This design comes from an exercise in tuning for small area, a short achievable clock period and few clock cycles per item on the open sky130 flow, not from production work.
In this exercise RTL edits were held to simulation tests only and were not proved equivalent to the original.

==> inputs of exp/sierra <==
## dds_engine
module dds_engine (
  input  wire        clk,
  input  wire        rst,             
  input  wire        req_valid,
  output wire        req_ready,
  input  wire [31:0] req_phase_inc,
  input  wire [31:0] req_off1,
  input  wire [31:0] req_off2,
  input  wire [31:0] req_off3,
  input  wire [15:0] req_amp,         
  input  wire        req_en,
  input  wire [1:0]  req_kind,        
  input  wire [1:0]  req_firp,        
  input  wire [2:0]  req_pm,          
  input  wire [15:0] req_alpha,       
  output wire        out_valid,
  input  wire        out_ready,
  output wire [31:0] out_a,           
  output wire [31:0] out_b            
);
clock: 30.0 ns
lec_check: 0
abc_area: 1
cap_margin: 20
core_margin: 2
core_utilization: 60
place_density: 0.72
slew_margin: 20
synth_memory_max_bits: 65536
standard.sh (not shown) runs the stock make flow with config.mk's settings and CLKGATE_MAP_FILE= SYNTH_SCRIPT=/design/flow/synth_recipe.tcl, a recipe that flattens the netlist after the stock synthesis.
==> flow/flow/run.sh <==
#!/bin/bash
# The standard layout (the standard.sh), with the port buffers that
# global placement inserts made buf_4 cells instead of the default choice.
set -euo pipefail
export BUFFER_PORTS_ARGS="-buffer_cell sky130_fd_sc_hd__buf_4"
bash standard.sh > standard.log 2>&1
==> exp/nickel (differences from exp/sierra) <==
--- a/flow/design.v
+++ b/flow/design.v
@@ -328,20 +328,22 @@
       fir_out = acc[14:5];
     end
   endfunction
   function [25:0] iir;
     input [25:0] y;
-    input [9:0]  z;
+    input [9:0]  x;
     input [41:0] cf;                  
+    reg   [9:0]  z;
     reg   [10:0] ehi;
     reg   [26:0] e;
     reg   [27:0] sel, r;
     reg   [41:0] acc, row;
     reg          one, two, neg, pneg;
     integer i;
     begin
-      ehi  = {z[9], z} + {~y[25], ~y[25:16]} + {10'd0, cf[40]};
+      z    = x - {9'd0, cf[40]};
+      ehi  = {x[9], x} + {~y[25], ~y[25:16]};
       e    = {ehi, ~y[15:0]};
       acc  = cf[41] ? {z, {16{cf[40]}}, cf[39:24]} : {y, cf[39:24]};
       pneg = 1'b0;
       for (i = 0; i < 8; i = i + 1) begin
         one = cf[i];
@@ -422,11 +424,10 @@
   reg [31:0] P;
   reg [1:0]  k_act;
   reg [31:0] s_inc, s_off1, s_off2, s_off3;
   reg        s_en;
   reg [15:0] s_amp;
-  reg        xdec;                    
   reg [1:0]  c_kind, c_firp;
   reg        c_en;
   reg [2:0]  c_pm;
   reg [41:0] icf;                     
   reg [1:0]  d_kind, d_firp;
@@ -458,14 +459,14 @@
   wire [39:0] dv = {cc_of(st3, d_kind, d_firp, ~d_en | (d_pm <= 3'd3)),
                     cc_of(st2, d_kind, d_firp, ~d_en | (d_pm <= 3'd2)),
                     cc_of(st1, d_kind, d_firp, ~d_en | (d_pm <= 3'd1)),
                     cc_of(st0, d_kind, d_firp, ~d_en | (d_pm == 3'd0))};
   wire [9:0] xa0, xa1, xa2, xa3;
-  dds_amp amp0 (.sm(sm0), .amp(s_amp), .dec(xdec), .x(xa0));
-  dds_amp amp1 (.sm(sm1), .amp(s_amp), .dec(xdec), .x(xa1));
-  dds_amp amp2 (.sm(sm2), .amp(s_amp), .dec(xdec), .x(xa2));
-  dds_amp amp3 (.sm(sm3), .amp(s_amp), .dec(xdec), .x(xa3));
+  dds_amp amp0 (.sm(sm0), .amp(s_amp), .dec(1'b0), .x(xa0));
+  dds_amp amp1 (.sm(sm1), .amp(s_amp), .dec(1'b0), .x(xa1));
+  dds_amp amp2 (.sm(sm2), .amp(s_amp), .dec(1'b0), .x(xa2));
+  dds_amp amp3 (.sm(sm3), .amp(s_amp), .dec(1'b0), .x(xa3));
   always @(posedge clk) begin
     if (rst) begin
       rdy   <= 1'b0;
       busy  <= 1'b0;
       pend  <= 1'b0;
@@ -513,11 +514,10 @@
       s_off3 <= req_off3;
       s_en   <= req_en;
     end
     if (ldb) begin
       s_amp  <= req_amp;
-      xdec   <= (req_kind == 2'd1) & req_cf[40];
       c_kind <= req_kind;
       c_en   <= req_en;
       c_firp <= req_firp;
       c_pm   <= req_pm;
       icf    <= req_cf;
CORE_UTILIZATION = 70   (was 60)
CTS_CLUSTER_DIAMETER = 100   (was unset)
CTS_CLUSTER_SIZE = 30   (was unset)
PLACE_DENSITY = 0.8   (was 0.72)
SLEW_MARGIN = 50   (was 20)
==> exp/onyx (differences from exp/sierra) <==
CORE_UTILIZATION = 50   (was 60)
PLACE_DENSITY = 0.65   (was 0.72)
==> notes <==
In exp/nickel the synthesized cell count is lower than in exp/sierra, by 0.33%.
The highest hold slack belongs to exp/nickel, the lowest to exp/sierra.
Of exp/onyx and exp/sierra, exp/onyx has the higher cell area (gap 0.51%, measured against exp/sierra).
Against exp/onyx, the clock skew of exp/nickel is lower by 26 ps.
Flip-flop and latch count is the same in exp/onyx and exp/sierra.
Area after synthesis is the same in exp/sierra and exp/onyx.
Against exp/nickel, the sequential share of layout area of exp/sierra is lower by 0.20 points.
Register-to-register slack, highest first: exp/nickel, exp/sierra, exp/onyx.
==> figures <==
Number of enable-type register cells in the synthesized netlist: exp/onyx 443; exp/sierra 443; exp/nickel 442
Stage delay of the slowest cell on the critical path: exp/onyx 610 ps; exp/sierra 750 ps; exp/nickel 780 ps
Run status: exp/onyx complete, no violations; exp/sierra complete, no violations; exp/nickel complete, no violations
Post-placement cell count: exp/onyx 20200; exp/sierra 19641; exp/nickel 19105
Routed length on met2: exp/onyx 216000 um; exp/sierra 203000 um; exp/nickel 197000 um
Global-route wire length before repair: exp/onyx 740000 um; exp/sierra 719000 um; exp/nickel 704000 um
Layout Cells excl Fill: exp/onyx 20403; exp/sierra 19841; exp/nickel 19229
Crit path time final: exp/onyx 8000 ps; exp/sierra 7840 ps; exp/nickel 7720 ps
Via count of the first global-routing pass: exp/onyx 119331; exp/sierra 119611; exp/nickel 122862
Achievable clock frequency: exp/onyx 125 MHz; exp/sierra 128 MHz; exp/nickel 129 MHz
RR Startpoint: exp/onyx icf[40]$_DFFE_PP_; exp/sierra st3[18]$_SDFFE_PP0P_; exp/nickel icf[4]$_DFFE_PP_
H-Tree Depth: exp/onyx 3; exp/sierra 3; exp/nickel 2
Worst setup path endpoint: exp/onyx st1[17]$_SDFFE_PP0P_; exp/sierra st3[24]$_SDFFE_PP0P_; exp/nickel st2[21]$_SDFFE_PP0P_
Hold slack: exp/onyx 403 ps; exp/sierra 343 ps; exp/nickel 419 ps
Met3 Track Usage GR: exp/onyx 7.59%; exp/sierra 11.0%; exp/nickel 14.9%
Beginning of the worst hold path: exp/onyx c_kind[0]$_DFFE_PP_; exp/sierra c_firp[1]$_DFFE_PP_; exp/nickel c_firp[1]$_DFFE_PP_
Global-route met1 utilization: exp/onyx 46.3%; exp/sierra 52.0%; exp/nickel 55.0%
Min setup slack post-route: exp/onyx 22000 ps; exp/sierra 22160 ps; exp/nickel 22280 ps
Fillers: exp/onyx 25127; exp/sierra 19372; exp/nickel 14415
Testbench counts of exp/sierra, summed over its fixed seeds: cycles 24,712, items 24,576.
Testbench counts of exp/nickel, summed over its fixed seeds: cycles 24,712, items 24,576.
Testbench counts of exp/onyx, summed over its fixed seeds: cycles 24,712, items 24,576.

---

==> inputs of v26 <==
dds_engine with an RTL version that a note above also has.
==> flow/config.mk <==
export PLATFORM = sky130hd
export DESIGN_NAME = dds_engine
export DESIGN_NICKNAME = dds_engine
export VERILOG_FILES = /design/flow/design.v
export SDC_FILE = /design/flow/constraint.sdc
export NUM_CORES = 4
export LEC_CHECK = 0
export ABC_AREA = 1
export CAP_MARGIN = 20
export CORE_MARGIN = 2
export CORE_UTILIZATION = 60
export PLACE_DENSITY = 0.72
export SLEW_MARGIN = 50
export SYNTH_MEMORY_MAX_BITS = 65536
==> flow/constraint.sdc <==
create_clock -name core_clock -period 30.0 [get_ports {clk}]
set_input_delay 6.0000 -clock core_clock [delete_from_list [all_inputs] [get_ports {clk}]]
set_output_delay 6.0000 -clock core_clock [all_outputs]
set_load 0.01 [all_outputs]
Scripts as last shown in full above: flow/flow/run.sh
==> v4 (differences from v26) <==
--- a/flow/config.mk
+++ b/flow/config.mk
@@ -9,6 +9,8 @@
 export CAP_MARGIN = 20
 export CORE_MARGIN = 2
 export CORE_UTILIZATION = 60
+export CTS_CLUSTER_DIAMETER = 100
+export CTS_CLUSTER_SIZE = 30
 export PLACE_DENSITY = 0.72
 export SLEW_MARGIN = 50
 export SYNTH_MEMORY_MAX_BITS = 65536
==> comparison <==
Between v26 and v4, the lower fmax is in v4 (gap about 0.37%, measured against v4).
In v26 the register-to-register slack is higher than in v4, by 0.03 ns.
Of v4 and v26, v4 has the higher non-clock buffer count (gap 1).
Between v26 and v4, the lower count of clock-buffer cells in the layout is in v4 (gap 64).
Routed wire length: v4 is lower than v26 (about 0.5%).
Of v26 and v4, v26 has the higher global-route usage (gap 0.30 points).
Worst setup slack: v4 is worse than v26 (0.027 ns).
In v26 the utilization is higher than in v4, by 0.60 points.
Testbench counts of v26, summed over its fixed seeds: cycles 24,712, items 24,576.
Testbench counts of v4, summed over its fixed seeds: cycles 24,712, items 24,576.

[port drivers added, routing unchanged]
The results above use ideal ports. As a check the final layouts listed here were re-extracted and re-timed, cells and wires unchanged. Step 1 assumes that a clkbuf_16 drives the clock port and a buf_2 every other input. Step 2 adds t to the input delays and takes it off the output delays; t is the mean of the earliest and latest rising clock arrival at the registers after step 1. Input paths then give back, and output paths get back, about the clock's delay inside the block. a / b / c = no drivers / after step 1 / after step 2; a / b = the first two.
run	t, ns	setup WS [ns]	hold slack, ns	worst slew at a driven data input, ns	pins driven straight from the clock port
exp/sierra	0.885	22.164 / 22.164 / 22.164	0.343 / 0.343 / 0.343	0.20	1
exp/nickel	0.898	22.277 / 22.277 / 22.277	0.419 / 0.419 / 0.419	0.10	1
exp/onyx	0.881	21.996 / 21.996 / 21.996	0.403 / 0.403 / 0.403	0.17	1
v26	0.867	22.523 / 22.424 / 22.423	0.421 / 0.421 / 0.421	0.10	1
v4	0.854	22.495 / 22.401 / 22.437	0.448 / 0.448 / 0.448	0.11	1
After both steps every run listed still meets setup and hold. The setup slack of v26, which loses most, moves by -0.099 ns with the drivers and by -0.100 ns with both steps.
